Source: an optimization exercise on an open RTL-to-GDS flow (aim: small area). Production flows keep margins and buffers that such runs may drop. The RTL was checked by simulation tests, not by an equivalence proof against the original design. Power and IR drop assume default switching activity.

== rev 12 ==
Design hab360_rx, start of the top module:
module hab360_rx (
    input  wire        clk,
    input  wire        rst,
    output wire        rx_poll,
    input  wire        rx_avail,
    input  wire [7:0]  rx_data,
    input  wire        tick,
    output reg  [2:0]  evt,
    output wire [1:0]  mal_cause,
    output wire        pkt_valid,
    output wire [15:0] rx_len,
    output wire [2:0]  rx_type,
    output wire [4:0]  rx_cid,
    output wire [31:0] rx_ts,
    input  wire [8:0]  rx_rd_addr,
    output wire [7:0]  rx_rd_data,
    output wire        val_valid,
    output wire [15:0] val_status,
    output wire        fwd_valid,
    output wire [7:0]  fwd_opcode,
    output wire [31:0] fwd_freq,
    output wire [31:0] fwd_bw,
    output wire [7:0]  fwd_sf,
    output wire [7:0]  fwd_cr,
    output wire [7:0]  fwd_sync,
    output wire [7:0]  fwd_power,
    output wire [15:0] fwd_preamble,
    output wire [31:0] fwd_climit,
    output wire [31:0] fwd_unix,
    input  wire        rsp_valid
);
==> flow/config.mk <==
export PLATFORM = sky130hd
export DESIGN_NAME = hab360_rx
export DESIGN_NICKNAME = hab360_rx
export VERILOG_FILES = /design/flow/design.v
export SDC_FILE = /design/flow/constraint.sdc
export NUM_CORES = 8
export LEC_CHECK = 0
export CAP_MARGIN = 10
export CORE_MARGIN = 2
export CORE_UTILIZATION = 45
export GPL_TIMING_DRIVEN = 0
export SETUP_SLACK_MARGIN = 0.5
export SLEW_MARGIN = 10
==> flow/constraint.sdc <==
create_clock -name core_clock -period 15.0 [get_ports {clk}]
set_input_delay 3.0000 -clock core_clock [delete_from_list [all_inputs] [get_ports {clk}]]
set_output_delay 3.0000 -clock core_clock [all_outputs]
set_load 0.01 [all_outputs]
standard.sh (not shown) runs the stock make flow with config.mk's settings and CLKGATE_MAP_FILE= SYNTH_SCRIPT=/design/flow/synth_recipe.tcl, a recipe that flattens the netlist after the stock synthesis.
==> flow/flow/run.sh <==
#!/bin/bash
# Own layout flow: the standard ORFS flow (standard.sh), changed only in
# how the layout is made:
#  - synthesis maps the logic with an area-oriented ABC script
#    (abc_area.script; abc_area_fallback.script if ABC fails on it) instead
#    of ORFS's speed script; every other synthesis step, and so every
#    register, is the standard synthesis's;
#  - the port buffers that global placement inserts are sky130_fd_sc_hd__buf_1
#    (the resizer may still upsize them);
#  - repair_design (placement and global routing) builds its buffer trees
#    from the small buffers only (no_big_bufs.tcl);
#  - CTS clusters up to 16 sinks per clkbuf_8 and adds no dummy loads.
# Each tool's output goes to a log file in this folder or under orfs/logs.
set -uo pipefail
W=$(pwd)
F=$W/flow
{ head -n 1 synth_recipe.tcl; cat "$F/abc_proc.tcl"; tail -n +2 synth_recipe.tcl; } > own_synth.tcl
sed "s#SYNTH_SCRIPT=[^ ]*synth_recipe.tcl#SYNTH_SCRIPT=$W/own_synth.tcl#" standard.sh > own_standard.sh
if ! grep -q "SYNTH_SCRIPT=$W/own_synth.tcl" own_standard.sh; then
  echo "could not point standard.sh at own_synth.tcl" >&2
  exit 1
fi
export BUFFER_PORTS_ARGS="-buffer_cell sky130_fd_sc_hd__buf_1"
export PRE_RESIZE_TCL=$F/no_big_bufs.tcl
export PRE_GLOBAL_ROUTE_TCL=$F/no_big_bufs.tcl
export CTS_ARGS="-sink_clustering_enable -repair_clock_nets -dont_use_dummy_load -buf_list sky130_fd_sc_hd__clkbuf_8 -sink_clustering_size 16 -sink_clustering_max_diameter 60"

export OWN_ABC_SCRIPT=$F/abc_area.script
if ! bash own_standard.sh synth > own_synth.log 2>&1; then
  export OWN_ABC_SCRIPT=$F/abc_area_fallback.script
  bash own_standard.sh synth > own_synth_fallback.log 2>&1 || { tail -n 20 own_synth_fallback.log; exit 1; }
fi
bash own_standard.sh > own_standard.log 2>&1
status=$?
tail -n 20 own_standard.log
exit $status
==> flow/flow/abc_area.script <==
&get -n
&st
&dch
&nf
&put
mfs3 -ae
&get -n
&st
&dch
&nf
&put
==> flow/flow/abc_area_fallback.script <==
&get -n
&st
&dch
&nf
&put
==> flow/flow/abc_proc.tcl <==
# Map with an area-oriented ABC script instead of the speed script.
proc abc {args} {
  set i [lsearch -exact $args -script]
  if {$i >= 0} { lset args [expr {$i + 1}] $::env(OWN_ABC_SCRIPT) }
  yosys abc {*}$args
}
==> flow/flow/no_big_bufs.tcl <==
set_dont_use {sky130_fd_sc_hd__buf_6 sky130_fd_sc_hd__buf_8 sky130_fd_sc_hd__buf_12 sky130_fd_sc_hd__buf_16 sky130_fd_sc_hd__bufbuf_8 sky130_fd_sc_hd__bufbuf_16}
Input changes introduced in rev 13 (baseline for comparison: rev 12):
- a change of CORE_UTILIZATION from 45 to 60
==> results.txt <==
Total power was higher in rev 12 than in rev 13.
The lower die outline height came out of rev 13.
Summary of the comparison: utilization is higher in rev 13, relative to rev 12.
Against rev 12, rev 13 reports a post-synthesis to final-layout area growth that is lower.

---

Another version of the RTL of hab360_rx (not shown whole).
For scale: ~5500 cells after synthesis, ~87000 sq um of cells after synthesis.
==> flow/config.mk <==
export PLATFORM = sky130hd
export DESIGN_NAME = hab360_rx
export DESIGN_NICKNAME = hab360_rx
export VERILOG_FILES = /design/flow/design.v
export SDC_FILE = /design/flow/constraint.sdc
export NUM_CORES = 8
export LEC_CHECK = 0
export CAP_MARGIN = 20
export CORE_MARGIN = 2
export CORE_UTILIZATION = 55
export CTS_BUF_LIST = sky130_fd_sc_hd__clkbuf_4 sky130_fd_sc_hd__clkbuf_8
export GPL_TIMING_DRIVEN = 0
export SLEW_MARGIN = 20
==> flow/constraint.sdc <==
create_clock -name core_clock -period 15.0 [get_ports {clk}]
set_input_delay 3.0000 -clock core_clock [delete_from_list [all_inputs] [get_ports {clk}]]
set_output_delay 3.0000 -clock core_clock [all_outputs]
set_load 0.01 [all_outputs]
run.sh (not shown) runs the stock make flow with config.mk's settings and CLKGATE_MAP_FILE= SYNTH_SCRIPT=/design/flow/synth_recipe.tcl, a recipe that flattens the netlist after the stock synthesis.
Stock flow here: none of the scripts above is used.
The first run finished but failed the layout checks on negative setup slack.
==> next run, changes <==
==> flow/flow/run.sh (new file) <==
#!/bin/bash
# Own layout flow: the standard ORFS flow (standard.sh) with two changes:
#  - synthesis maps the logic with an area-oriented ABC script
#    (flow/abc_area.script) instead of ORFS's speed script; every other
#    synthesis step, and so every register, is the standard synthesis's;
#  - the port buffers that global placement inserts are the small
#    sky130_fd_sc_hd__buf_1 (the resizer may still upsize them).
# Each tool's output goes to a log file in this folder or under orfs/logs.
set -uo pipefail
W=$(pwd)
F=$W/flow
export OWN_ABC_SCRIPT=$F/abc_area.script
{ head -n 1 synth_recipe.tcl; cat "$F/abc_proc.tcl"; tail -n +2 synth_recipe.tcl; } > own_synth.tcl
sed "s#SYNTH_SCRIPT=[^ ]*synth_recipe.tcl#SYNTH_SCRIPT=$W/own_synth.tcl#" standard.sh > own_standard.sh
if ! grep -q "SYNTH_SCRIPT=$W/own_synth.tcl" own_standard.sh; then
  echo "could not point standard.sh at own_synth.tcl" >&2
  exit 1
fi
export BUFFER_PORTS_ARGS="-buffer_cell sky130_fd_sc_hd__buf_1"
bash own_standard.sh > own_standard.log 2>&1
status=$?
tail -n 20 own_standard.log
exit $status
==> flow/flow/abc_area.script (new file) <==
&get -n
&st
&dch
&nf
&put
mfs3 -ae
&get -n
&st
&dch
&nf
&put
==> flow/flow/abc_proc.tcl (new file) <==
# Map with an area-oriented ABC script instead of the speed script.
proc abc {args} {
  set i [lsearch -exact $args -script]
  if {$i >= 0} { lset args [expr {$i + 1}] $::env(OWN_ABC_SCRIPT) }
  yosys abc {*}$args
}
==> flow/standard.sh (new file) <==
#!/bin/bash
# synth_recipe.tcl (not shown) runs the flow's synth.tcl, then flattens the netlist and writes it again
# the make line also repeats each setting of config.mk as NAME=value (left out here)
make -C /OpenROAD-flow-scripts/flow DESIGN_CONFIG=/design/flow/config.mk WORK_HOME=/design/flow/orfs CLKGATE_MAP_FILE= SYNTH_SCRIPT=/design/flow/synth_recipe.tcl "${@:-finish}"
Settings changed: CAP_MARGIN 20 to 10, CORE_UTILIZATION 55 to 45, CTS_BUF_LIST sky130_fd_sc_hd__clkbuf_4 sky130_fd_sc_hd__clkbuf_8 to sky130_fd_sc_hd__clkbuf_8 sky130_fd_sc_hd__clkbuf_16, CTS_CLUSTER_DIAMETER from default to 80, CTS_CLUSTER_SIZE from default to 30, SETUP_SLACK_MARGIN from default to 0.5, SLEW_MARGIN 20 to 10.
removed: flow/run.sh
The changed run went through all stages and came out clean.
Worst setup slack improves by 2.9 ns.
Global-route usage shrinks by 26 points.
Flip-flop and latch count does not change.
Final area shrinks by roughly a tenth.
Wire length shrinks by well over a third.
Die area grows by roughly a tenth.

==> what the ideal ports hide <==
No port has a modelled driver above. Below, the same layouts with a new extraction and two added sets of constraints.
Step 1 assumes that a clkbuf_16 drives the clock port and a buf_2 every other input.
Step 2, shift: input delay + t, output delay - t, t = (earliest + latest rising clock arrival at the registers) / 2. This alone moves slack from input paths to output paths.
a / b / c = ideal / step 1 / step 2; a / b = the first two.
run | t (ns) | setup slack, ns | worst hold slack (ns) | worst data-port slew with drivers (ns)
rev 12 | 0.981 | 2.188 / 2.045 / 2.045 | 0.384 / 0.384 / 0.384 | 0.23
rev 13 | 0.922 | 2.543 / 2.475 / 2.475 | 0.389 / 0.389 / 0.389 | 0.13
the first run of note 2 | 1.141 | -0.005 / -0.034 / -0.034 | 0.405 / 0.405 / 0.405 | 0.09
the second run of note 2 | 0.811 | 2.939 / 2.790 / 2.790 | 0.435 / 0.435 / 0.435 | 0.17
For the second run of note 2, which loses most, drivers alone change the setup slack by -0.149 ns; drivers and shift together by -0.149 ns.
